Context: an optimization exercise on an open-source flow, tuned for small area, a short achievable clock period and few clock cycles per item. The choices shown serve that exercise and are no tape-out recipe.
Only simulation tests tie the RTL to the original design; equivalence was not proved.

<file path="flow/design.v">
module bfx (
    input  wire        clk,
    input  wire        rst,
    input  wire        cmd_valid,
    output wire        cmd_ready,
    input  wire [95:0] cmd,
    output wire        rsp_valid,
    output wire [31:0] rsp,
    output wire        dev_valid,
    output wire [1:0]  dev_op,       
    output wire [7:0]  dev_bank,
    output wire [19:0] dev_off,
    output wire [15:0] dev_wdata,
    input  wire        dev_ready,
    input  wire [15:0] dev_rdata,
    output wire        pal_valid,
    output wire        pal_op,       
    output wire [7:0]  pal_data
);
    localparam [3:0] O_NOP     = 4'd0;
    localparam [3:0] O_INIT    = 4'd1;
    localparam [3:0] O_RDSTAT  = 4'd2;
    localparam [3:0] O_RESOLVE = 4'd3;
    localparam [3:0] O_SETPIX  = 4'd4;
    localparam [3:0] O_GETPIX  = 4'd5;
    localparam [3:0] O_XORPIX  = 4'd6;
    localparam [3:0] O_PUTRGB  = 4'd7;
    localparam [3:0] O_FILLRUN = 4'd8;
    localparam [3:0] O_LINE    = 4'd9;
    localparam [3:0] O_RECTF   = 4'd10;
    localparam [3:0] O_RECTO   = 4'd11;
    localparam [3:0] O_CIRCLE  = 4'd12;
    localparam [3:0] O_CIRCLEF = 4'd13;
    localparam [3:0] O_CONV565 = 4'd14;
    localparam [3:0] O_PALSET  = 4'd15;
    localparam [2:0] C_OK        = 3'd0;
    localparam [2:0] C_ILLEGAL   = 3'd1;
    localparam [2:0] C_NOTINIT   = 3'd2;
    localparam [2:0] C_BADMODE   = 3'd3;
    localparam [2:0] C_WRONGENC  = 3'd4;
    localparam [2:0] C_OUTOFVIEW = 3'd5;
    localparam [1:0] K_WRITE = 2'd0;
    localparam [1:0] K_READ  = 2'd1;
    localparam [1:0] K_XOR   = 2'd2;
    localparam [3:0] S_IDLE  = 4'd0;
    localparam [3:0] S_SET1  = 4'd1;
    localparam [3:0] S_SET2  = 4'd2;
    localparam [3:0] S_SET3  = 4'd3;
    localparam [3:0] S_SET4  = 4'd4;
    localparam [3:0] S_GEN   = 4'd5;
    localparam [3:0] S_DRAIN = 4'd6;
    localparam [3:0] S_RESP  = 4'd7;
    localparam [3:0] S_PAL   = 4'd8;
    reg [3:0] state;
    reg       inited;
    reg       mode;
    reg       bankvalid;
    reg [4:0] lastbank;
    reg       illseen;
    reg [3:0]  op;
    reg        ill;
    reg [2:0]  cause;
    reg        rs_stat, rs_res, rs_v;    
    reg [23:0] V;               
    reg [16:0] A;               
    reg [15:0] B;               
    reg [15:0] C;               
    reg [16:0] D;               
    reg [19:0] E;               
    reg [16:0] F;               
    reg [19:0] W;               
    reg [2:0]  gk;              
    reg        sx, sy, yf, xne, ne;
    reg        o_line, o_fill, o_rectf, o_recto, o_circ, o_circf;
    wire       o_rect = o_rectf || o_recto;
    reg        ev, erdw, esingle;
    reg [1:0]  ekind;
    reg [19:0] eoff;
    reg [10:0] ex1;
    wire [10:0] einc;           
    genvar gi;
    generate
        for (gi = 0; gi < 10; gi = gi + 1) begin : inc_
            if (gi == 0) begin : b0
                assign einc[gi] = ~eoff[0];
            end else begin : bn
                assign einc[gi] = eoff[gi] ^ (&eoff[gi-1:0]);
            end
        end
    endgenerate
    assign einc[10] = &eoff[9:0];
    wire [4:0]  ebank = mode ? eoff[19:15] : {1'b0, eoff[19:16]};
    wire        esel  = !bankvalid || (lastbank != ebank);
    wire        elast = esingle || (einc == ex1);
    wire        efin  = ev && (erdw ? (ekind == K_READ)
                                    : (dev_ready && !esel && ekind == K_WRITE && elast));
    wire        efree = !ev || efin;
    wire op_single = (op == O_SETPIX) || (op == O_GETPIX) || (op == O_XORPIX) || (op == O_PUTRGB);
    wire op_draw   = op_single || (op[3] && op != O_CONV565 && op != O_PALSET);
    wire op_rect   = (op == O_RECTF) || (op == O_RECTO);
    wire [16:0] u = ({17{c_uC}} & {C[15], C}) | ({17{c_uD}} & D) | {16'd0, c_u1};
    wire [16:0] w = ({17{c_wC}} & {C[15], C}) | ({17{c_wD}} & D) | {16'd0, c_w1};
    wire [16:0] p_s, x_s, q_s;
    wire        p_co, x_co, q_co;
    bfx_add #(17) add_p (.a(A), .b(~u), .ci(c_pcin), .s(p_s), .co(p_co));
    bfx_add #(17) add_x (.a(A), .b(u),  .ci(1'b0), .s(x_s), .co(x_co));
    bfx_add #(17) add_q (.a({B[15], B}), .b(w ^ {17{c_qsub}}), .ci(c_qcin), .s(q_s), .co(q_co));
    wire [16:0] P = p_s;
    wire [16:0] X = x_s;
    wire [16:0] Q = q_s;
    wire        u_zero = (u == 17'd0);
    wire [19:0] Fs = {{3{F[16]}}, F};
    wire [19:0] Ds = {{3{D[16]}}, D};
    wire [19:0] Cs = {{4{C[15]}}, C};
    reg  [19:0] m1;
    always @* begin
        case (c_m1sel)
        3'd1:    m1 = Fs;
        3'd2:    m1 = {Ds[17:0], 2'b00};
        3'd3:    m1 = {Ds[18:0], 1'b0};
        3'd4:    m1 = ~{Cs[17:0], 2'b00};
        3'd5:    m1 = ~{Cs[18:0], 1'b0};
        3'd6:    m1 = ~Cs;
        3'd7:    m1 = ~Ds;
        default: m1 = ln1;
        endcase
    end
    wire [19:0] m2   = ((c_m2d || (c_ln && sty)) ? {Ds[18:0], 1'b0} : 20'd0) | {16'd0, c_m2k};
    wire [19:0] r_a  = c_rgate ? E : 20'd0;
    wire [19:0] r_s0 = r_a ^ m1 ^ m2;                        
    wire [19:0] r_c0 = (r_a & m1) | (r_a & m2) | (m1 & m2);
    wire [19:0] R;
    wire        r_co;
    bfx_add #(20) add_r (.a(r_s0), .b({r_c0[18:0], 1'b0}), .ci(c_rcin), .s(R), .co(r_co));
    wire        stx = !E[19];
    wire        sty = !W[19];
    wire [19:0] ln1 = (c_ln && stx) ? {Fs[18:0], 1'b0} : 20'd0;    
    wire [19:0] ln2 = (c_ln && sty) ? {Ds[18:0], 1'b0} : 20'd0;    
    reg  [19:0] n1, n2;
    always @* begin
        case (c_nsel)
        2'd1:    begin n1 = Ds;  n2 = {Fs[18:0], 1'b0}; end
        2'd2:    begin n1 = Fs;  n2 = 20'd0;            end
        default: begin n1 = ln1; n2 = ln2;              end
        endcase
    end
    wire [19:0] w_a  = c_wgate ? W : 20'd0;
    wire [19:0] w_s0 = w_a ^ ~n1 ^ ~n2;
    wire [19:0] w_c0 = (w_a & ~n1) | (w_a & ~n2) | (~n1 & ~n2);
    wire [19:0] Wn;
    wire        w_co;
    bfx_add #(20) add_w (.a(w_s0), .b({w_c0[18:0], 1'b1}), .ci(1'b1), .s(Wn), .co(w_co));
    wire [16:0] cmp_s2;
    wire        c_ge_d;
    bfx_add #(17) cmp_c (.a({1'b0, C}), .b(~D), .ci(1'b1), .s(cmp_s2), .co(c_ge_d));
    wire        x_gt_y = C[15] || !c_ge_d;                  
    wire        b_eq_c = (B == C);
    wire        c_zero = (C == 16'd0);
    wire [16:0] d_inc;
    wire [15:0] c_dec;
    wire        d_co, c_co;
    bfx_add #(17) inc_d (.a(D), .b(17'd0), .ci(1'b1), .s(d_inc), .co(d_co));
    bfx_add #(16) dec_c (.a(C), .b(16'hffff), .ci(1'b0), .s(c_dec), .co(c_co));
    wire        e_neg = E[19];
    wire [16:0] xs  = ({17{c_xA}} & A) | ({17{c_xP}} & P) | ({17{c_xX}} & X) | ({17{c_xE}} & E[16:0]);
    wire [16:0] xe  = c_xex ? X : D;
    wire [16:0] row = c_rowq ? Q : {B[15], B};
    wire        yok    = !row[16] && (row[15:10] == 6'd0) && !(row[9] && row[8]);
    wire        xs_lo  = (xs[15:10] == 6'd0);
    wire        xe_pos = !xe[16] && (xe[15:0] != 16'd0);
    wire [9:0]  x0     = xs[16] ? 10'd0 : xs[9:0];
    wire [10:0] x1     = (xe[15:10] != 6'd0) ? 11'd1024 : {1'b0, xe[9:0]};
    wire        vis    = yok && (single ? (!xs[16] && xs_lo) : ((xs[16] || xs_lo) && xe_pos && nonempty));
    wire        need_init = (op == O_RESOLVE) || op_draw;
    wire        a_inb     = !A[16] && (A[15:10] == 6'd0) && !B[15] && (B[14:10] == 5'd0) &&
                            !(B[9] && B[8]);
    wire [2:0]  cause_n   = ill                                  ? C_ILLEGAL :
                            (need_init && !inited)               ? C_NOTINIT :
                            (op == O_INIT && V[7:1] != 7'd0)     ? C_BADMODE :
                            (op == O_PUTRGB && !mode)            ? C_WRONGENC :
                            (op == O_RESOLVE && !a_inb)          ? C_OUTOFVIEW : C_OK;
    wire [15:0] conv565 = {V[23:19], V[15:10], V[7:3]};
    wire [15:0] pv      = (op == O_GETPIX) ? 16'd0 :
                          (op == O_PUTRGB || op == O_CONV565) ? conv565 :
                          mode ? V[15:0] : {8'd0, V[7:0]};
    reg [3:0] st_n;
    reg [2:0] gk_n;
    wire      cause_ok = (cause_n == C_OK);
    always @* begin
        st_n = state;
        gk_n = gk;
        case (state)
        S_IDLE, S_RESP: st_n = S_IDLE;
        S_SET1: begin
            gk_n = 3'd0;
            if (!cause_ok) st_n = S_RESP;
            else if (op == O_INIT) st_n = S_RESP;
            else if (op == O_PALSET) st_n = S_PAL;
            else if (op_single) st_n = S_DRAIN;
            else if (o_fill || o_circf) st_n = S_GEN;
            else if (o_rect || o_line) st_n = S_SET2;
            else if (o_circ) st_n = (C[15] || c_zero) ? S_RESP : S_GEN;
            else st_n = S_RESP;
        end
        S_SET2: st_n = S_SET3;
        S_SET3: st_n = o_rect ? S_GEN : S_SET4;
        S_SET4: st_n = S_GEN;
        S_GEN: begin
            if (efree) begin
                if (o_line) begin
                    if (c_zero) st_n = S_DRAIN;
                end else if (o_fill) begin
                    st_n = S_DRAIN;
                end else if (o_rectf) begin
                    if (b_eq_c) st_n = S_DRAIN;
                end else if (o_recto) begin
                    case (gk)
                    3'd0:    if (b_eq_c) st_n = S_DRAIN; else gk_n = 3'd1;
                    3'd1:    if (b_eq_c) st_n = S_DRAIN; else if (xne) gk_n = 3'd2;
                    default: gk_n = 3'd1;
                    endcase
                end else if (o_circ || o_circf) begin
                    if (gk == 3'd0 && x_gt_y) st_n = S_DRAIN;
                    else if (o_circ ? (gk == 3'd7) : (gk == 3'd3)) gk_n = 3'd0;
                    else gk_n = gk + 3'd1;
                end else begin
                    st_n = S_DRAIN;
                end
            end
        end
        S_DRAIN: if (efree) st_n = S_RESP;
        S_PAL: begin
            gk_n = gk + 3'd1;
            if (gk == 3'd3) st_n = S_IDLE;
        end
        default: st_n = S_IDLE;
        endcase
        if (accept) begin
            st_n = S_SET1;
            gk_n = 3'd0;
        end
    end
    wire nx_line  = accept ? (op_n == O_LINE)    : o_line;
    wire nx_fill  = accept ? (op_n == O_FILLRUN) : o_fill;
    wire nx_rectf = accept ? (op_n == O_RECTF)   : o_rectf;
    wire nx_recto = accept ? (op_n == O_RECTO)   : o_recto;
    wire nx_circ  = accept ? (op_n == O_CIRCLE)  : o_circ;
    wire nx_circf = accept ? (op_n == O_CIRCLEF) : o_circf;
    wire nx_sing  = accept ? (op_n == O_SETPIX || op_n == O_GETPIX || op_n == O_XORPIX || op_n == O_PUTRGB)
                           : op_single;
    wire [1:0] nx_kind = accept ? ((op_n == O_GETPIX) ? K_READ : (op_n == O_XORPIX) ? K_XOR : K_WRITE)
                                : ((op == O_GETPIX) ? K_READ : (op == O_XORPIX) ? K_XOR : K_WRITE);
    wire yf_nx = (state == S_GEN && gk == (o_circ ? 3'd6 : 3'd2)) ? !e_neg : yf;
    wire sx_nx = (state == S_SET1) ? P[16] : sx;
    wire sy_nx = (state == S_SET1) ? Q[16] : sy;
    reg c_uC, c_uD, c_u1, c_wC, c_wD, c_w1;
    reg c_pcin, c_qsub, c_qcin;
    reg c_rgate, c_rcin;
    reg [2:0] c_m1sel;
    reg c_m2d;
    reg [3:0] c_m2k;
    reg c_wgate;
    reg [1:0] c_nsel;
    reg c_xA, c_xP, c_xX, c_xE, c_xex, c_rowq;
    reg c_single, c_rsingle, c_want, c_xychk, c_causechk, c_ln;
    reg [1:0] c_ne;           
    reg [1:0] c_kind;
    reg n_uC, n_uD, n_u1, n_wC, n_wD, n_w1;
    reg n_pcin, n_qsub, n_qcin;
    reg n_rgate, n_rcin;
    reg [2:0] n_m1sel;
    reg n_m2d;
    reg [3:0] n_m2k;
    reg n_wgate;
    reg [1:0] n_nsel;
    reg n_xA, n_xP, n_xX, n_xE, n_xex, n_rowq;
    reg n_single, n_rsingle, n_want, n_xychk, n_causechk, n_ln;
    reg [1:0] n_ne;
    reg [1:0] n_kind;
    always @* begin
        n_uC = 1'b0; n_uD = 1'b0; n_u1 = 1'b0; n_wC = 1'b0; n_wD = 1'b0; n_w1 = 1'b0;
        n_pcin = 1'b1; n_qsub = 1'b0; n_qcin = 1'b0;
        n_rgate = 1'b1; n_rcin = 1'b0; n_m1sel = 3'd0; n_m2d = 1'b0; n_m2k = 4'd0;
        n_wgate = 1'b1; n_nsel = 2'd0;
        n_xA = 1'b1; n_xP = 1'b0; n_xX = 1'b0; n_xE = 1'b0; n_xex = 1'b0; n_rowq = 1'b0;
        n_single = 1'b1; n_rsingle = 1'b0; n_want = 1'b0; n_xychk = 1'b0; n_causechk = 1'b0; n_ln = 1'b0;
        n_ne = 2'd0;
        n_kind = K_WRITE;
        case (st_n)
        S_SET1: begin
            n_want = nx_sing; n_causechk = 1'b1;
            n_kind = nx_kind;
            n_uC = 1'b1;                                    
            n_wD = 1'b1; n_qsub = 1'b1; n_qcin = 1'b1;      
            n_rgate = 1'b0;
            if (nx_circ) begin
                n_m1sel = 3'd5; n_m2k = 4'd4;               
            end else begin
                n_m1sel = 3'd6; n_m2k = 4'd2;               
            end
        end
        S_SET2: begin
            n_uC = 1'b1; n_pcin = !sx_nx;                   
            n_wD = 1'b1; n_qsub = 1'b1; n_qcin = sy_nx;     
        end
        S_SET3: begin
            n_rgate = 1'b0; n_m1sel = 3'd1; n_m2d = 1'b1;   
            n_wgate = 1'b0; n_nsel = 2'd1;                  
        end
        S_SET4: begin
            n_m1sel = 3'd7; n_rcin = 1'b1;                  
            n_wgate = 1'b0; n_nsel = 2'd2;                  
        end
        S_GEN: begin
            if (nx_line) begin
                n_want = 1'b1; n_ln = 1'b1;
                n_u1 = 1'b1; n_pcin = 1'b1;
                n_w1 = 1'b1; n_qsub = !sy_nx; n_qcin = !sy_nx;
            end else if (nx_fill || nx_rectf) begin
                n_want = 1'b1; n_single = 1'b0; n_ne = 2'd1;
                n_w1 = 1'b1;
            end else if (nx_recto) begin
                n_want = 1'b1;
                n_w1 = 1'b1;
                n_single = 1'b0; n_rsingle = (gk_n != 3'd0);
                if (gk_n == 3'd2) begin n_xA = 1'b0; n_xE = 1'b1; end
            end else if (nx_circ) begin
                n_want = 1'b1; n_xychk = (gk_n == 3'd0);
                n_uC = gk_n[2];  n_uD = !gk_n[2];
                n_wC = !gk_n[2]; n_wD = gk_n[2];
                n_qsub = gk_n[1]; n_qcin = gk_n[1];
                n_xA = 1'b0; n_xP = gk_n[0]; n_xX = !gk_n[0];
                n_rowq = 1'b1;
                if (gk_n == 3'd6) begin
                    n_m1sel = 3'd2; n_m2k = e_neg ? 4'd6 : 4'd10;
                end else if (gk_n == 3'd7) begin
                    n_m1sel = yf_nx ? 3'd4 : 3'd0; n_m2k = {3'd0, yf_nx};
                end
            end else if (nx_circf) begin
                n_want = 1'b1; n_xychk = (gk_n == 3'd0);
                n_single = 1'b0; n_ne = 2'd2;
                n_uC = gk_n[0] ^ gk_n[1];  n_uD = !(gk_n[0] ^ gk_n[1]);
                n_wC = !(gk_n[0] ^ gk_n[1]); n_wD = gk_n[0] ^ gk_n[1];
                n_qsub = !gk_n[1]; n_qcin = !gk_n[1];
                n_xA = 1'b0; n_xP = 1'b1; n_xex = 1'b1;
                n_rowq = 1'b1;
                if (gk_n == 3'd2) begin
                    n_m1sel = 3'd3; n_m2k = e_neg ? 4'd3 : 4'd5;
                end else if (gk_n == 3'd3) begin
                    n_m1sel = yf_nx ? 3'd5 : 3'd0; n_m2k = {3'd0, yf_nx};
                end
            end
        end
        default: ;
        endcase
    end
    always @(posedge clk) begin
        c_uC <= n_uC; c_uD <= n_uD; c_u1 <= n_u1; c_wC <= n_wC; c_wD <= n_wD; c_w1 <= n_w1;
        c_pcin <= n_pcin; c_qsub <= n_qsub; c_qcin <= n_qcin;
        c_rgate <= n_rgate; c_rcin <= n_rcin; c_m1sel <= n_m1sel; c_m2d <= n_m2d; c_m2k <= n_m2k;
        c_wgate <= n_wgate; c_nsel <= n_nsel;
        c_xA <= n_xA; c_xP <= n_xP; c_xX <= n_xX; c_xE <= n_xE; c_xex <= n_xex; c_rowq <= n_rowq;
        c_single <= n_single; c_rsingle <= n_rsingle; c_want <= n_want;
        c_xychk <= n_xychk; c_causechk <= n_causechk; c_ne <= n_ne; c_kind <= n_kind; c_ln <= n_ln;
    end
    wire want     = c_want && !(c_xychk && x_gt_y) && !(c_causechk && !cause_ok);
    wire single   = c_single || (c_rsingle && !b_eq_c);
    wire nonempty = (c_ne == 2'd0) ? 1'b1 : (c_ne == 2'd1) ? ne : !u_zero;
    wire [1:0] kind = c_kind;
    wire go    = (state == S_GEN) ? efree : (state == S_SET1);
    wire gload = go && want;
    wire   resp_now  = (state == S_RESP) || (state == S_PAL && gk == 3'd3);
    assign cmd_ready = (state == S_IDLE) || resp_now;
    assign rsp_valid = resp_now;
    wire [7:0]  res_bank = mode ? {3'd0, B[9:5]} : {4'd0, B[9:6]};
    wire [27:0] rdat = ({28{rs_stat}} & {16'd0, illseen, inited, mode, bankvalid, 3'd0, lastbank}) |
                       ({28{rs_res}}  & {res_bank, B[9:0], A[9:0]}) |
                       ({28{rs_v}}    & {12'd0, V[15:0]});
    assign rsp = {1'b0, cause, rdat};
    assign dev_valid = ev && !erdw;
    assign dev_op    = esel ? 2'd0 : (ekind == K_WRITE) ? 2'd2 : 2'd1;
    assign dev_bank  = mode ? {3'd0, eoff[19:15]} : {4'd0, eoff[19:16]};
    assign dev_off   = eoff;
    assign dev_wdata = V[15:0];
    assign pal_valid = (state == S_PAL);
    assign pal_op    = (gk != 3'd0);
    assign pal_data  = (gk == 3'd0) ? A[7:0] :
                       (gk == 3'd1) ? {2'b00, V[23:18]} :
                       (gk == 3'd2) ? {2'b00, V[15:10]} :
                                      {2'b00, V[7:2]};
    wire accept = cmd_valid && cmd_ready;
    reg [3:0] op_n;
    reg       ill_n;
    always @* begin
        ill_n = 1'b0;
        case (cmd[95:88])
        8'h00: op_n = O_NOP;
        8'h01: op_n = O_INIT;
        8'h02: op_n = O_RDSTAT;
        8'h03: op_n = O_RESOLVE;
        8'h10: op_n = O_SETPIX;
        8'h11: op_n = O_GETPIX;
        8'h12: op_n = O_XORPIX;
        8'h13: op_n = O_FILLRUN;
        8'h20: op_n = O_LINE;
        8'h21: op_n = O_RECTF;
        8'h22: op_n = O_RECTO;
        8'h23: op_n = O_CIRCLE;
        8'h24: op_n = O_CIRCLEF;
        8'h30: op_n = O_CONV565;
        8'h31: op_n = O_PUTRGB;
        8'h32: op_n = O_PALSET;
        default: begin op_n = O_NOP; ill_n = 1'b1; end
        endcase
    end
    always @(posedge clk) begin
        if (rst) begin
            state     <= S_IDLE;
            inited    <= 1'b0;
            mode      <= 1'b0;
            bankvalid <= 1'b0;
            lastbank  <= 5'd0;
            illseen   <= 1'b0;
            ev        <= 1'b0;
            gk        <= 3'd0;
        end else begin
            if (ev) begin
                if (erdw) begin
                    V[15:0] <= ((ekind == K_XOR) ? V[15:0] : 16'd0) ^
                               (mode ? dev_rdata : {8'd0, dev_rdata[7:0]});
                    erdw  <= 1'b0;
                    ekind <= K_WRITE;
                    if (ekind == K_READ) ev <= 1'b0;
                end else if (dev_ready) begin
                    if (esel) begin
                        bankvalid <= 1'b1;
                        lastbank  <= ebank;
                    end else if (ekind != K_WRITE) begin
                        erdw <= 1'b1;
                    end else if (elast) begin
                        ev <= 1'b0;
                    end else begin
                        eoff[9:0] <= einc[9:0];
                    end
                end
            end
            if (gload) begin
                ev        <= vis;
                erdw      <= 1'b0;
                ekind     <= kind;
                esingle   <= single;
                eoff      <= {row[9:0], x0};
                ex1       <= x1;
            end
            case (state)
            S_IDLE, S_RESP: begin
            end
            S_SET1: begin
                cause   <= cause_n;
                rs_stat <= (cause_n == C_OK) && (op == O_RDSTAT);
                rs_res  <= (cause_n == C_OK) && (op == O_RESOLVE);
                rs_v    <= (cause_n == C_OK) && (op == O_CONV565 || op == O_GETPIX);
                if (cause_n != C_OK) begin
                    illseen <= 1'b1;
                end else begin
                    if (op_draw || op == O_CONV565)
                        V[15:0] <= pv;
                    case (op)
                    O_INIT: begin
                        mode      <= V[0];
                        inited    <= 1'b1;
                        bankvalid <= 1'b0;
                        lastbank  <= 5'd0;
                    end
                    O_PALSET:;
                    O_FILLRUN: begin
                        if (C[15]) begin
                            A <= X;
                            D <= A;
                        end else begin
                            D <= X;
                        end
                        ne    <= !c_zero;
                    end
                    O_RECTF, O_RECTO, O_LINE: begin
                        sx    <= P[16];
                        sy    <= Q[16];
                    end
                    O_CIRCLE: begin
                        D <= 17'd0;
                        E <= R;
                    end
                    O_CIRCLEF: begin
                        D <= 17'd0;
                        E <= R;
                    end
                    default:;    
                    endcase
                end
            end
            S_SET2: begin
                if (op_rect) begin
                    A   <= sx ? A : {C[15], C};
                    D   <= sx ? {C[15], C} : A;
                    E   <= sx ? {{4{C[15]}}, C} : {{3{A[16]}}, A};
                    B   <= sy ? B : D[15:0];
                    C   <= sy ? D[15:0] : B;
                    xne <= (A != {C[15], C});
                    ne  <= 1'b1;
                end else begin
                    D     <= P ^ {17{sx}};       
                    F     <= Q ^ {17{!sy}};      
                end
            end
            S_SET3: begin
                if (op_rect) begin
                    D     <= d_inc;              
                end else begin
                    E     <= R;                  
                    W     <= Wn;                 
                end
            end
            S_SET4: begin
                C     <= R[19] ? Wn[15:0] : D[15:0];    
            end
            S_GEN: begin
                if (efree) begin
                    case (op)
                    O_LINE: begin
                        if (c_zero) begin
                        end else begin
                            C <= c_dec;
                            if (stx) A <= sx ? X : P;
                            if (sty) B <= Q[15:0];
                            E <= R;
                            W <= Wn;
                        end
                    end
                    O_FILLRUN:;
                    O_RECTF: begin
                        if (b_eq_c);
                        else        B <= Q[15:0];
                    end
                    O_RECTO: begin
                        case (gk)
                        3'd0: begin
                            if (b_eq_c) begin
                            end else begin
                                B  <= Q[15:0];
                            end
                        end
                        3'd1: begin
                            if (b_eq_c);
                            else if (xne);
                            else          B <= Q[15:0];
                        end
                        default: begin
                            B  <= Q[15:0];
                        end
                        endcase
                    end
                    O_CIRCLE, O_CIRCLEF: begin
                        if (gk == 3'd0 && x_gt_y) begin
                        end else begin
                            if ((op == O_CIRCLE) ? (gk == 3'd6) : (gk == 3'd2)) begin
                                E  <= R;
                                yf <= !e_neg;
                            end
                            if ((op == O_CIRCLE) ? (gk == 3'd7) : (gk == 3'd3)) begin
                                E <= R;
                                if (yf) C <= c_dec;
                                D <= d_inc;
                            end else begin
                            end
                        end
                    end
                    default:;
                    endcase
                end
            end
            S_DRAIN: begin
                ;
            end
            S_PAL: begin
                if (gk == 3'd3);
            end
            default:;
            endcase
            state <= st_n;
            gk    <= gk_n;
            if (accept) begin
                o_line  <= (op_n == O_LINE);
                o_fill  <= (op_n == O_FILLRUN);
                o_rectf <= (op_n == O_RECTF);
                o_recto <= (op_n == O_RECTO);
                o_circ  <= (op_n == O_CIRCLE);
                o_circf <= (op_n == O_CIRCLEF);
                op    <= op_n;
                ill   <= ill_n;
                V     <= cmd[87:64];
                B     <= cmd[63:48];
                A     <= {cmd[47], cmd[47:32]};
                D     <= {cmd[31], cmd[31:16]};
                C     <= cmd[15:0];
            end
        end
    end
endmodule
module bfx_add #(parameter W = 17) (
    input  wire [W-1:0] a,
    input  wire [W-1:0] b,
    input  wire         ci,
    output wire [W-1:0] s,
    output wire         co
);
    localparam L = 5;               
    wire [W:0] g [0:L];
    wire [W:0] p [0:L];
    assign g[0][0] = ci;
    assign p[0][0] = 1'b0;
    assign g[0][W:1] = a & b;
    assign p[0][W:1] = a ^ b;
    genvar k, i;
    generate
        for (k = 0; k < L; k = k + 1) begin : lev
            for (i = 0; i <= W; i = i + 1) begin : bit_
                if ((i >> k) & 1) begin : comb
                    localparam integer J = ((i >> k) << k) - 1;
                    assign g[k+1][i] = g[k][i] | (p[k][i] & g[k][J]);
                    assign p[k+1][i] = p[k][i] & p[k][J];
                end else begin : pass
                    assign g[k+1][i] = g[k][i];
                    assign p[k+1][i] = p[k][i];
                end
            end
        end
    endgenerate
    assign s  = p[0][W:1] ^ g[L][W-1:0];
    assign co = g[L][W];
endmodule
</file>
<file path="flow/run.sh">
#!/bin/bash
# synth_recipe.tcl (not shown) runs the flow's synth.tcl, then flattens the netlist and writes it again
# the make line also repeats each setting of config.mk as NAME=value (left out here)
make -C /OpenROAD-flow-scripts/flow DESIGN_CONFIG=/design/flow/config.mk WORK_HOME=/design/flow/orfs CLKGATE_MAP_FILE= SYNTH_SCRIPT=/design/flow/synth_recipe.tcl finish
</file>
<file path="flow/config.mk">
export PLATFORM = sky130hd
export DESIGN_NAME = bfx
export DESIGN_NICKNAME = bfx
export VERILOG_FILES = /design/flow/design.v
export SDC_FILE = /design/flow/constraint.sdc
export NUM_CORES = 4
export LEC_CHECK = 0
export CAP_MARGIN = 20
export CORE_MARGIN = 2
export CORE_UTILIZATION = 60
export SETUP_SLACK_MARGIN = 5
export SLEW_MARGIN = 20
</file>
<file path="flow/constraint.sdc">
create_clock -name core_clock -period 10.0 [get_ports {clk}]
set_input_delay 2.0000 -clock core_clock [delete_from_list [all_inputs] [get_ports {clk}]]
set_output_delay 2.0000 -clock core_clock [all_outputs]
set_load 0.01 [all_outputs]
</file>
==> results.json, run 1 <==
{
  "period_share_pct": 49.7,
  "grt_first_pass_wirelength_um": 145000,
  "cp_max_fo": 15,
  "coreArea_um2": 39600,
  "critPathTopFamily": "compound AO/OA/AOI/OAI gates",
  "cts_max_path_buffers": 3,
  "fin_ws_ps": 5030,
  "hpwlAfterDp_um": 71300,
  "cts_max_level": 1,
  "worst-path-stages": 19,
  "synth_area_leader_cell": "edfxtp_1",
  "drive_gt1_share_pct": 10.6,
  "synth_top_cell_area_share_pct": 25.2,
  "r2r-end": "ev",
  "arrival_ps": 5420,
  "tns_ps": 0,
  "nNetsFinal": 3249,
  "slew_violations": 0,
  "dieArea_um2": 41800,
  "crit_chain": "buf_6, a22o_1, ha_4, or2_2, or3_1, a211oi_4, o31ai_4, a21oi_2, nor2_1, nor2_1, nor2_1, fa_2, xor2_4, a221o_2, buf_4, a211oi_4, a2111oi_2, o2111ai_1, o22ai_1",
  "outcome": "no timing/DRC/antenna violations",
  "worst_path_largest_cell_delay_ps": 530,
  "min_to": "illseen",
  "mostFrequentLayoutCell": "nand2_1",
  "fmax_ghz": 0.201,
  "synth_area_leaders": "edfxtp_1, ha_1, fa_1, nand2_1, xnor2_1",
  "drv_cap": 0,
  "final_cell_mix": "nand2_1, nor2_1, edfxtp_1",
  "hp-start": "illseen",
  "crit_required_ps": 10450,
  "ys.flop_type": "edfxtp_1",
  "first_global_vias": 23081,
  "hold_buffers": 0,
  "drt-initial-drc-count": 3941,
  "tightest_slew_ps": 1170,
  "clk_pin_slew_worst_paths_ps": 60,
  "clockRootBuffer": "clkbuf_16",
  "cts_tree": "yes",
  "io_buffers": 197,
  "dp_slack_ps": 3780,
  "synthesis.area_um2": 24100,
  "grt_overflow": 0,
  "cpMaxStageDelayCell": "a221o_2",
  "drt-pass1-iter-count": 10,
  "rrSetupSlack_ps": 5030,
  "rsz0062_at_grt": "yes",
  "maxSlewHeadroom_pct": 21.5,
  "clock_latency_ps": 610,
  "clock_sinks": 252,
  "critPathLaunchType": "register",
  "final_hold_viol_count": 0,
  "ys_seq_area_share_pct": 29.3,
  "syn2layout_area_growth_pct": 17.7,
  "antenna_found_initial": 4,
  "wl_um": 100000,
  "path_class": "register to register",
  "vias": 24750,
  "gp_congestion": 1.06,
  "r2r.worst_path.cells": 19,
  "wl_per_cell_um": 28.6,
  "regToRegStartpoint": "C[8]",
  "syn_avg_cell_area_um2": 8.47,
  "cp_num_buf_inv": 2,
  "synth_edf_count": 202,
  "synth_cell_type_count": 96,
  "setup_viol": 0,
  "cts_made_buffers": 29,
  "end_kind": "register",
  "dieWidth_um": 204,
  "synth_warnings": 4,
  "fin_skew_ps": 32.4,
  "io_pins": 207,
  "die_h_um": 204,
  "layout_min_cycle_time_ps": 4970,
  "ys_ff_latch": 252,
  "grt_max_degree": 69,
  "drcViolationCount": 0,
  "routed_via_density": 7.07,
  "crit_top_cell": "nor2_1",
  "hold_path_class": "register to register",
  "rows": 73,
  "whs_path_depth": 2,
  "start_util_pct": 60.8,
  "synthesis.instances": 2845,
  "grt_usage_pct": 46.2,
  "async_flop_share_pct": 0,
  "postRouteAntennaNets": 0
}
cells in the mapped netlist (23+ instances only):
cell	count
a211oi_1	27
a21o_1	25
a21oi_1	172
a221oi_1	31
a22o_1	35
a22oi_1	67
a31oi_1	37
and2_1	27
buf_1	23
buf_4	25
clkbuf_1	173
dfxtp_1	50
edfxtp_1	202
fa_1	58
ha_1	125
inv_1	194
mux2i_1	81
nand2_1	297
nand2b_1	28
nand3_1	62
nor2_1	250
nor2b_1	31
nor3_1	55
o211ai_1	30
o21ai_0	142
o22ai_1	33
xnor2_1	121
xor2_1	73
worst reg2reg max path, stage by stage, from the launching register on:
cell       delay [ps]
edfxtp_1          350
buf_6             280
a22o_1            310
ha_4              270
or2_2             310
or3_1             360
a211oi_4          290
o31ai_4           130
a21oi_2           190
nor2_1             80
nor2_1            110
nor2_1             80
fa_2              380
xor2_4            200
a221o_2           530
buf_4             190
a211oi_4          420
a2111oi_2         110
o2111ai_1         130
o22ai_1           110
registers in the layout, indices dropped and copies added, names as in the netlist, 2 cells and up:
name	flops
W	20
op	4
V	22
c_nsel	2
eoff	20
D	17
lastbank	5
A	17
state	4
c_m2k	4
ex1	11
B	16
c_m1sel	3
ekind	2
E	20
cause	3
c_kind	2
gk	3
C	16
F	17
cell type report:
type	instances	area [um2]
timing repair inverter	2	13.8
fill	3082	11300
timing repair buffer	298	2920
inverter	199	769
clock inverter	17	238
multi-input combinational	2168	15900
tap	525	657
clock buffer	37	807
antenna	3	7.51
sequential	252	7080
how the worst max path moves through the flow:
stage | slack [ps] | endpoint | startpoint
6_report | 5030 | ev | C[8]
5_1_grt | 4900 | ev | C[0]
4_1_cts | 4800 | D[14] | D[14]
3_5_place_dp | 3780 | C[8] | c_m1sel[2]
3_3_place_gp | 3860 | D[13] | dev_ready
2_1_floorplan | 5010 | ev | c_wD
per-stage QoR:
stage               instances  hold WS (ps)  util [%]  area, um2
floorplan                2851           437         -      24200
global placement         3409           477      66.5      26300
global route             3498           539      71.5      28400
detailed placement       3410           491      66.5      26400
finish                   3501           499      71.5      28400
CTS                      3475           505      70.0      27700
kinds of logic after synthesis:
| family | Yosys count | synth area share [%] |
|---|---|---|
| AO/OA/AOI/OAI | 784 | 22.2 |
| XOR/XNOR | 196 | 7.24 |
| adder cells (fa/ha/maj) | 183 | 11.3 |
| buffers and inverters | 431 | 7.24 |
| flip-flops | 252 | 29.3 |
| multiplexers | 116 | 5.61 |
| other | 1 | 0.0156 |
| AND/OR/NAND/NOR | 882 | 17.0 |
per-layer routing:
layer	up-vias	track usage [%]	routed length, um
li1	10495	-	-
met1	11674	60.8	35400
met2	2071	68.0	41800
met3	510	13.7	15400
met4	0	25.9	7590
met5	-	0	0
timing repair:
| action | CTS | global route |
|---|---|---|
| setup endpoints to repair | 184 | 156 |
| cloned | 1 | 3 |
| setup buffers | 10 | 20 |
| pin swaps | 6 | 24 |
| gates resized for setup | 66 | 86 |
Testbench counts, summed over its fixed seeds: cycles 254,580, commands 1,696.
==> run 2, diff against run 1 <==
--- a/flow/design.v
+++ b/flow/design.v
@@ -183,61 +183,64 @@
     wire [15:0] pv      = (op == O_GETPIX) ? 16'd0 :
                           (op == O_PUTRGB || op == O_CONV565) ? conv565 :
                           mode ? V[15:0] : {8'd0, V[7:0]};
-    reg [3:0] st_n;
-    reg [2:0] gk_n;
+    reg [3:0] st_a;
+    reg [2:0] gk_a;
     wire      cause_ok = (cause_n == C_OK);
+    wire      g_wait   = (state == S_GEN || state == S_DRAIN) && !efree;
+    wire [3:0] st_n    = g_wait ? state : st_a;
+    wire [2:0] gk_n    = g_wait ? gk : gk_a;
     always @* begin
-        st_n = state;
-        gk_n = gk;
+        st_a = state;
+        gk_a = gk;
         case (state)
-        S_IDLE, S_RESP: st_n = S_IDLE;
+        S_IDLE, S_RESP: st_a = S_IDLE;
         S_SET1: begin
-            gk_n = 3'd0;
-            if (!cause_ok) st_n = S_RESP;
-            else if (op == O_INIT) st_n = S_RESP;
-            else if (op == O_PALSET) st_n = S_PAL;
-            else if (op_single) st_n = S_DRAIN;
-            else if (o_fill || o_circf) st_n = S_GEN;
-            else if (o_rect || o_line) st_n = S_SET2;
-            else if (o_circ) st_n = (C[15] || c_zero) ? S_RESP : S_GEN;
-            else st_n = S_RESP;
+            gk_a = 3'd0;
+            if (!cause_ok) st_a = S_RESP;
+            else if (op == O_INIT) st_a = S_RESP;
+            else if (op == O_PALSET) st_a = S_PAL;
+            else if (op_single) st_a = S_DRAIN;
+            else if (o_fill || o_circf) st_a = S_GEN;
+            else if (o_rect || o_line) st_a = S_SET2;
+            else if (o_circ) st_a = (C[15] || c_zero) ? S_RESP : S_GEN;
+            else st_a = S_RESP;
         end
-        S_SET2: st_n = S_SET3;
-        S_SET3: st_n = o_rect ? S_GEN : S_SET4;
-        S_SET4: st_n = S_GEN;
+        S_SET2: st_a = S_SET3;
+        S_SET3: st_a = o_rect ? S_GEN : S_SET4;
+        S_SET4: st_a = S_GEN;
         S_GEN: begin
-            if (efree) begin
+            begin
                 if (o_line) begin
-                    if (c_zero) st_n = S_DRAIN;
+                    if (c_zero) st_a = S_DRAIN;
                 end else if (o_fill) begin
-                    st_n = S_DRAIN;
+                    st_a = S_DRAIN;
                 end else if (o_rectf) begin
-                    if (b_eq_c) st_n = S_DRAIN;
+                    if (b_eq_c) st_a = S_DRAIN;
                 end else if (o_recto) begin
                     case (gk)
-                    3'd0:    if (b_eq_c) st_n = S_DRAIN; else gk_n = 3'd1;
-                    3'd1:    if (b_eq_c) st_n = S_DRAIN; else if (xne) gk_n = 3'd2;
-                    default: gk_n = 3'd1;
+                    3'd0:    if (b_eq_c) st_a = S_DRAIN; else gk_a = 3'd1;
+                    3'd1:    if (b_eq_c) st_a = S_DRAIN; else if (xne) gk_a = 3'd2;
+                    default: gk_a = 3'd1;
                     endcase
                 end else if (o_circ || o_circf) begin
-                    if (gk == 3'd0 && x_gt_y) st_n = S_DRAIN;
-                    else if (o_circ ? (gk == 3'd7) : (gk == 3'd3)) gk_n = 3'd0;
-                    else gk_n = gk + 3'd1;
+                    if (gk == 3'd0 && x_gt_y) st_a = S_DRAIN;
+                    else if (o_circ ? (gk == 3'd7) : (gk == 3'd3)) gk_a = 3'd0;
+                    else gk_a = gk + 3'd1;
                 end else begin
-                    st_n = S_DRAIN;
+                    st_a = S_DRAIN;
                 end
             end
         end
-        S_DRAIN: if (efree) st_n = S_RESP;
+        S_DRAIN: st_a = S_RESP;
         S_PAL: begin
-            gk_n = gk + 3'd1;
-            if (gk == 3'd3) st_n = S_IDLE;
+            gk_a = gk + 3'd1;
+            if (gk == 3'd3) st_a = S_IDLE;
         end
-        default: st_n = S_IDLE;
+        default: st_a = S_IDLE;
         endcase
         if (accept) begin
-            st_n = S_SET1;
-            gk_n = 3'd0;
+            st_a = S_SET1;
+            gk_a = 3'd0;
         end
     end
     wire nx_line  = accept ? (op_n == O_LINE)    : o_line;
@@ -251,8 +254,6 @@
     wire [1:0] nx_kind = accept ? ((op_n == O_GETPIX) ? K_READ : (op_n == O_XORPIX) ? K_XOR : K_WRITE)
                                 : ((op == O_GETPIX) ? K_READ : (op == O_XORPIX) ? K_XOR : K_WRITE);
     wire yf_nx = (state == S_GEN && gk == (o_circ ? 3'd6 : 3'd2)) ? !e_neg : yf;
-    wire sx_nx = (state == S_SET1) ? P[16] : sx;
-    wire sy_nx = (state == S_SET1) ? Q[16] : sy;
     reg c_uC, c_uD, c_u1, c_wC, c_wD, c_w1;
     reg c_pcin, c_qsub, c_qcin;
     reg c_rgate, c_rcin;
@@ -286,7 +287,7 @@
         n_single = 1'b1; n_rsingle = 1'b0; n_want = 1'b0; n_xychk = 1'b0; n_causechk = 1'b0; n_ln = 1'b0;
         n_ne = 2'd0;
         n_kind = K_WRITE;
-        case (st_n)
+        case (st_a)
         S_SET1: begin
             n_want = nx_sing; n_causechk = 1'b1;
             n_kind = nx_kind;
@@ -300,8 +301,8 @@
             end
         end
         S_SET2: begin
-            n_uC = 1'b1; n_pcin = !sx_nx;                   
-            n_wD = 1'b1; n_qsub = 1'b1; n_qcin = sy_nx;     
+            n_rgate = 1'b0; n_m1sel = 3'd7; n_rcin = 1'b1;  
+            n_wgate = 1'b0; n_nsel = 2'd2;                  
         end
         S_SET3: begin
             n_rgate = 1'b0; n_m1sel = 3'd1; n_m2d = 1'b1;   
@@ -315,38 +316,38 @@
             if (nx_line) begin
                 n_want = 1'b1; n_ln = 1'b1;
                 n_u1 = 1'b1; n_pcin = 1'b1;
-                n_w1 = 1'b1; n_qsub = !sy_nx; n_qcin = !sy_nx;
+                n_w1 = 1'b1; n_qsub = !sy; n_qcin = !sy;
             end else if (nx_fill || nx_rectf) begin
                 n_want = 1'b1; n_single = 1'b0; n_ne = 2'd1;
                 n_w1 = 1'b1;
             end else if (nx_recto) begin
                 n_want = 1'b1;
                 n_w1 = 1'b1;
-                n_single = 1'b0; n_rsingle = (gk_n != 3'd0);
-                if (gk_n == 3'd2) begin n_xA = 1'b0; n_xE = 1'b1; end
+                n_single = 1'b0; n_rsingle = (gk_a != 3'd0);
+                if (gk_a == 3'd2) begin n_xA = 1'b0; n_xE = 1'b1; end
             end else if (nx_circ) begin
-                n_want = 1'b1; n_xychk = (gk_n == 3'd0);
-                n_uC = gk_n[2];  n_uD = !gk_n[2];
-                n_wC = !gk_n[2]; n_wD = gk_n[2];
-                n_qsub = gk_n[1]; n_qcin = gk_n[1];
-                n_xA = 1'b0; n_xP = gk_n[0]; n_xX = !gk_n[0];
+                n_want = 1'b1; n_xychk = (gk_a == 3'd0);
+                n_uC = gk_a[2];  n_uD = !gk_a[2];
+                n_wC = !gk_a[2]; n_wD = gk_a[2];
+                n_qsub = gk_a[1]; n_qcin = gk_a[1];
+                n_xA = 1'b0; n_xP = gk_a[0]; n_xX = !gk_a[0];
                 n_rowq = 1'b1;
-                if (gk_n == 3'd6) begin
+                if (gk_a == 3'd6) begin
                     n_m1sel = 3'd2; n_m2k = e_neg ? 4'd6 : 4'd10;
-                end else if (gk_n == 3'd7) begin
+                end else if (gk_a == 3'd7) begin
                     n_m1sel = yf_nx ? 3'd4 : 3'd0; n_m2k = {3'd0, yf_nx};
                 end
             end else if (nx_circf) begin
-                n_want = 1'b1; n_xychk = (gk_n == 3'd0);
+                n_want = 1'b1; n_xychk = (gk_a == 3'd0);
                 n_single = 1'b0; n_ne = 2'd2;
-                n_uC = gk_n[0] ^ gk_n[1];  n_uD = !(gk_n[0] ^ gk_n[1]);
-                n_wC = !(gk_n[0] ^ gk_n[1]); n_wD = gk_n[0] ^ gk_n[1];
-                n_qsub = !gk_n[1]; n_qcin = !gk_n[1];
+                n_uC = gk_a[0] ^ gk_a[1];  n_uD = !(gk_a[0] ^ gk_a[1]);
+                n_wC = !(gk_a[0] ^ gk_a[1]); n_wD = gk_a[0] ^ gk_a[1];
+                n_qsub = !gk_a[1]; n_qcin = !gk_a[1];
                 n_xA = 1'b0; n_xP = 1'b1; n_xex = 1'b1;
                 n_rowq = 1'b1;
-                if (gk_n == 3'd2) begin
+                if (gk_a == 3'd2) begin
                     n_m1sel = 3'd3; n_m2k = e_neg ? 4'd3 : 4'd5;
-                end else if (gk_n == 3'd3) begin
+                end else if (gk_a == 3'd3) begin
                     n_m1sel = yf_nx ? 3'd5 : 3'd0; n_m2k = {3'd0, yf_nx};
                 end
             end
@@ -354,7 +355,7 @@
         default: ;
         endcase
     end
-    always @(posedge clk) begin
+    always @(posedge clk) if (!g_wait) begin
         c_uC <= n_uC; c_uD <= n_uD; c_u1 <= n_u1; c_wC <= n_wC; c_wD <= n_wD; c_w1 <= n_w1;
         c_pcin <= n_pcin; c_qsub <= n_qsub; c_qcin <= n_qcin;
         c_rgate <= n_rgate; c_rcin <= n_rcin; c_m1sel <= n_m1sel; c_m2d <= n_m2d; c_m2k <= n_m2k;
@@ -485,6 +486,10 @@
                     O_RECTF, O_RECTO, O_LINE: begin
                         sx    <= P[16];
                         sy    <= Q[16];
+                        if (o_line) begin
+                            D <= P;              
+                            F <= Q;              
+                        end
                     end
                     O_CIRCLE: begin
                         D <= 17'd0;
@@ -508,8 +513,8 @@
                     xne <= (A != {C[15], C});
                     ne  <= 1'b1;
                 end else begin
-                    D     <= P ^ {17{sx}};       
-                    F     <= Q ^ {17{!sy}};      
+                    if (sx)  D <= R[16:0];       
+                    if (!sy) F <= Wn[16:0];      
                 end
             end
             S_SET3: begin
==> run 2 against run 1 <==
Effect of this change:
- maximum frequency increased by 0.12%
- still clean
- cell count grew 1.3%
- highest routed layer is now met5
- clock-buffer cell count is 2 lower
- clock skew is 10 ps lower
==> results.json, run 2 <==
{
  "fmax_ghz": 0.202,
  "dieArea_um2": 42400,
  "synth_edf_count": 233,
  "io_buffers": 197,
  "drive_gt1_share_pct": 9.84,
  "syn2layout_area_growth_pct": 16.6,
  "cts_made_buffers": 30,
  "wl_um": 98700,
  "clock_latency_ps": 600,
  "regArea_um2": 7340,
  "drcViolationCount": 0,
  "dp.cells": 3430,
  "use_met3_pct": 11.5,
  "routed_via_density": 7.09,
  "synth.most_common_cell": "nor2_1",
  "syn_avg_cell_area_um2": 8.50,
  "coreArea_um2": 40000,
  "rows": 73,
  "synth_area_leader_cell": "edfxtp_1",
  "cpMaxStageDelayCell": "fa_1",
  "fill_cells": 3086,
  "io_pins": 207,
  "clk_pin_slew_worst_paths_ps": 60,
  "grt_max_degree": 74,
  "layout_min_cycle_time_ps": 4960,
  "worst_path_largest_cell_delay_ps": 580,
  "die_h_um": 206,
  "busiest_layer": "met2",
  "tns_ps": 0,
  "clock_sinks": 250,
  "clockRootBuffer": "clkbuf_16",
  "dieWidth_um": 206,
  "antenna_found_initial": 6,
  "synth_top_cell_area_share_pct": 28.6,
  "crit_required_ps": 10330,
  "largest_register_ffs": 22,
  "fin_skew_ps": 22.1,
  "ys.flop_type": "edfxtp_1",
  "wl_per_cell_um": 27.8,
  "synth_warnings": 4,
  "synthesis.area_um2": 24500,
  "grt_first_pass_wirelength_um": 145000,
  "start_util_pct": 61.1,
  "synth_common_cells": "nor2_1, nand2_1, edfxtp_1",
  "period_share_pct": 49.6,
  "final_hold_viol_count": 0,
  "outcome": "no timing/DRC/antenna violations",
  "maxSlewHeadroom_pct": 20.4,
  "rsz0062_at_grt": "yes",
  "gp_congestion": 1.08,
  "ys_ff_latch": 250,
  "setup_viol": 0,
  "grt_usage_pct": 45.7,
  "ys_seq_area_share_pct": 30.0,
  "synth_cell_type_count": 106,
  "cp_num_buf_inv": 5,
  "synth_area_leaders": "edfxtp_1, ha_1, xnor2_1, fa_1, nor2_1",
  "async_flop_share_pct": 0,
  "vias": 25132,
  "use_met2_pct": 67.9,
  "path_class": "register to register",
  "end_kind": "register",
  "hpwlAfterDp_um": 71100,
  "use_met1_pct": 58.7,
  "critPathLaunchType": "register",
  "hold_path_class": "register to register",
  "postRouteAntennaNets": 0,
  "arrival_ps": 5290,
  "cts_tree": "yes",
  "grt_overflow": 0,
  "drt-pass1-iter-count": 10,
  "drv_cap": 0,
  "nNetsFinal": 3290,
  "fin_cells": 3546,
  "synthesis.instances": 2877,
  "crit_chain": "inv_2, ha_4, nor2b_4, buf_12, a222oi_1, inv_1, fa_1, inv_1, ha_4, o21a_1, o21a_2, o2111ai_4, a32o_2, o211ai_1, a21oi_2, fa_1, inv_2, mux2i_1, o22ai_1",
  "critPathTopFamily": "compound AO/OA/AOI/OAI gates",
  "regMostFlops": "V",
  "first_global_vias": 23623,
  "drt-initial-drc-count": 3952,
  "hold_buffers": 0,
  "cts_max_path_buffers": 3,
  "multi_input_area_um2": 15800,
  "mostFrequentLayoutCell": "nor2_1",
  "cp_max_fo": 16,
  "tightest_slew_ps": 1190,
  "slew_violations": 0,
  "cts_max_level": 1,
  "final_cell_mix": "nor2_1, nand2_1, edfxtp_1"
}
[run 2: cell types whose count changed after synthesis, moves of 16 or more]
cell,before,now
nand3_1,62,36
edfxtp_1,202,233
nand2_1,297,277
o211ai_1,30,14
xor2_1,73,37
nor2_1,250,297
dfxtp_1,50,17
[run 2: final cells by class]
class	instances	share of cell area [%]
clock buffer	35	2.70
clock inverter	20	0.601
multi-input combinational	2208	55.4
timing repair buffer	311	10.7
sequential	250	25.8
antenna	4	0.0351
tap	525	2.30
inverter	193	2.57
[run 2: worst reg2reg max path: stages (launching register included)]
cell and delay, ps:
edfxtp_1 460, inv_2 80, ha_4 330, nor2b_4 80, buf_12 150, a222oi_1 350, inv_1 110, fa_1 530
inv_1 80, ha_4 270, o21a_1 160, o21a_2 200, o2111ai_4 190, a32o_2 340, o211ai_1 290, a21oi_2 120
fa_1 580, inv_2 120, mux2i_1 150, o22ai_1 120
[run 2: path summary, 6_finish.rpt]
path	start	endpoint	slack, ps	depth (start not counted)
min	illseen	illseen	500	2
max reg2reg	c_m2d	C[15]	5040	19
min reg2reg	illseen	illseen	500	2
max	c_m2d	C[15]	5040	19
[run 2: layer usage]
metal | vias up | share of wire (%)
met2 | 2060 | 42
met5 | - | 0.036
met1 | 11810 | 36
met4 | 4 | 8.5
li1 | 10729 | -
met3 | 529 | 14
[run 2: repair_timing]
action,4_1_cts,5_1_grt
setup buffers,24,29
gates resized for setup,40,59
cloned,2,2
pin swaps,4,23
endpoints found under the setup margin,48,66
[run 2: cells by family after synthesis]
kind of cell	synth area share, %
compound gates	24.3
xor+xnor	6.19
fa+ha+maj	10.9
buf+inv	7.14
flops	30.0
mux	4.67
other cells	0.0153
simple gates	16.8
[run 2: metrics by stage]
| step | hold slack, ps | setup WS [ps] | cell area, um2 | utilization [%] |
|---|---|---|---|---|
| final | 500 | 5040 | 28500 | 71.3 |
| after CTS | 506 | 4970 | 27900 | 69.8 |
| after global placement | 463 | 4430 | 26600 | 66.4 |
| after floorplan | 438 | 4330 | 24500 | - |
| after detailed placement | 490 | 4340 | 26600 | 66.5 |
| after global routing | 540 | 4840 | 28500 | 71.2 |
Testbench counts of run 2, summed over its fixed seeds: cycles 254,580, commands 1,696.

[static timing again, ports no longer ideal]
In the flow no input, the clock included, has a driving cell. The finished layouts below were timed again as built, in two steps.
Step 1: set_driving_cell puts a clkbuf_16 on clk and a buf_2 on each other input, an assumption about the parent block.
Step 2 moves the port delays by t, midway between the first and last clock arrival at a register: inputs arrive t later, outputs are due t later. That takes back most of the time a late clock gives input paths.
Slacks: ideal / step 1 / step 2; pairs: ideal / step 1.
| run | shift t [ns] | setup WS [ns] | latest minus earliest clock arrival (ns) | worst register clock-pin slew, ns |
|---|---|---|---|---|
| run 1 | 0.649 | 5.032 / 4.999 / 4.429 | 0.032 / 0.032 | 0.07 / 0.07 |
| run 2 | 0.649 | 5.038 / 5.038 / 4.537 | 0.023 / 0.022 | 0.07 / 0.07 |
After both steps every run listed still meets setup and hold. The setup slack of run 1, which loses most, moves by -0.033 ns with the drivers and by -0.603 ns with both steps.
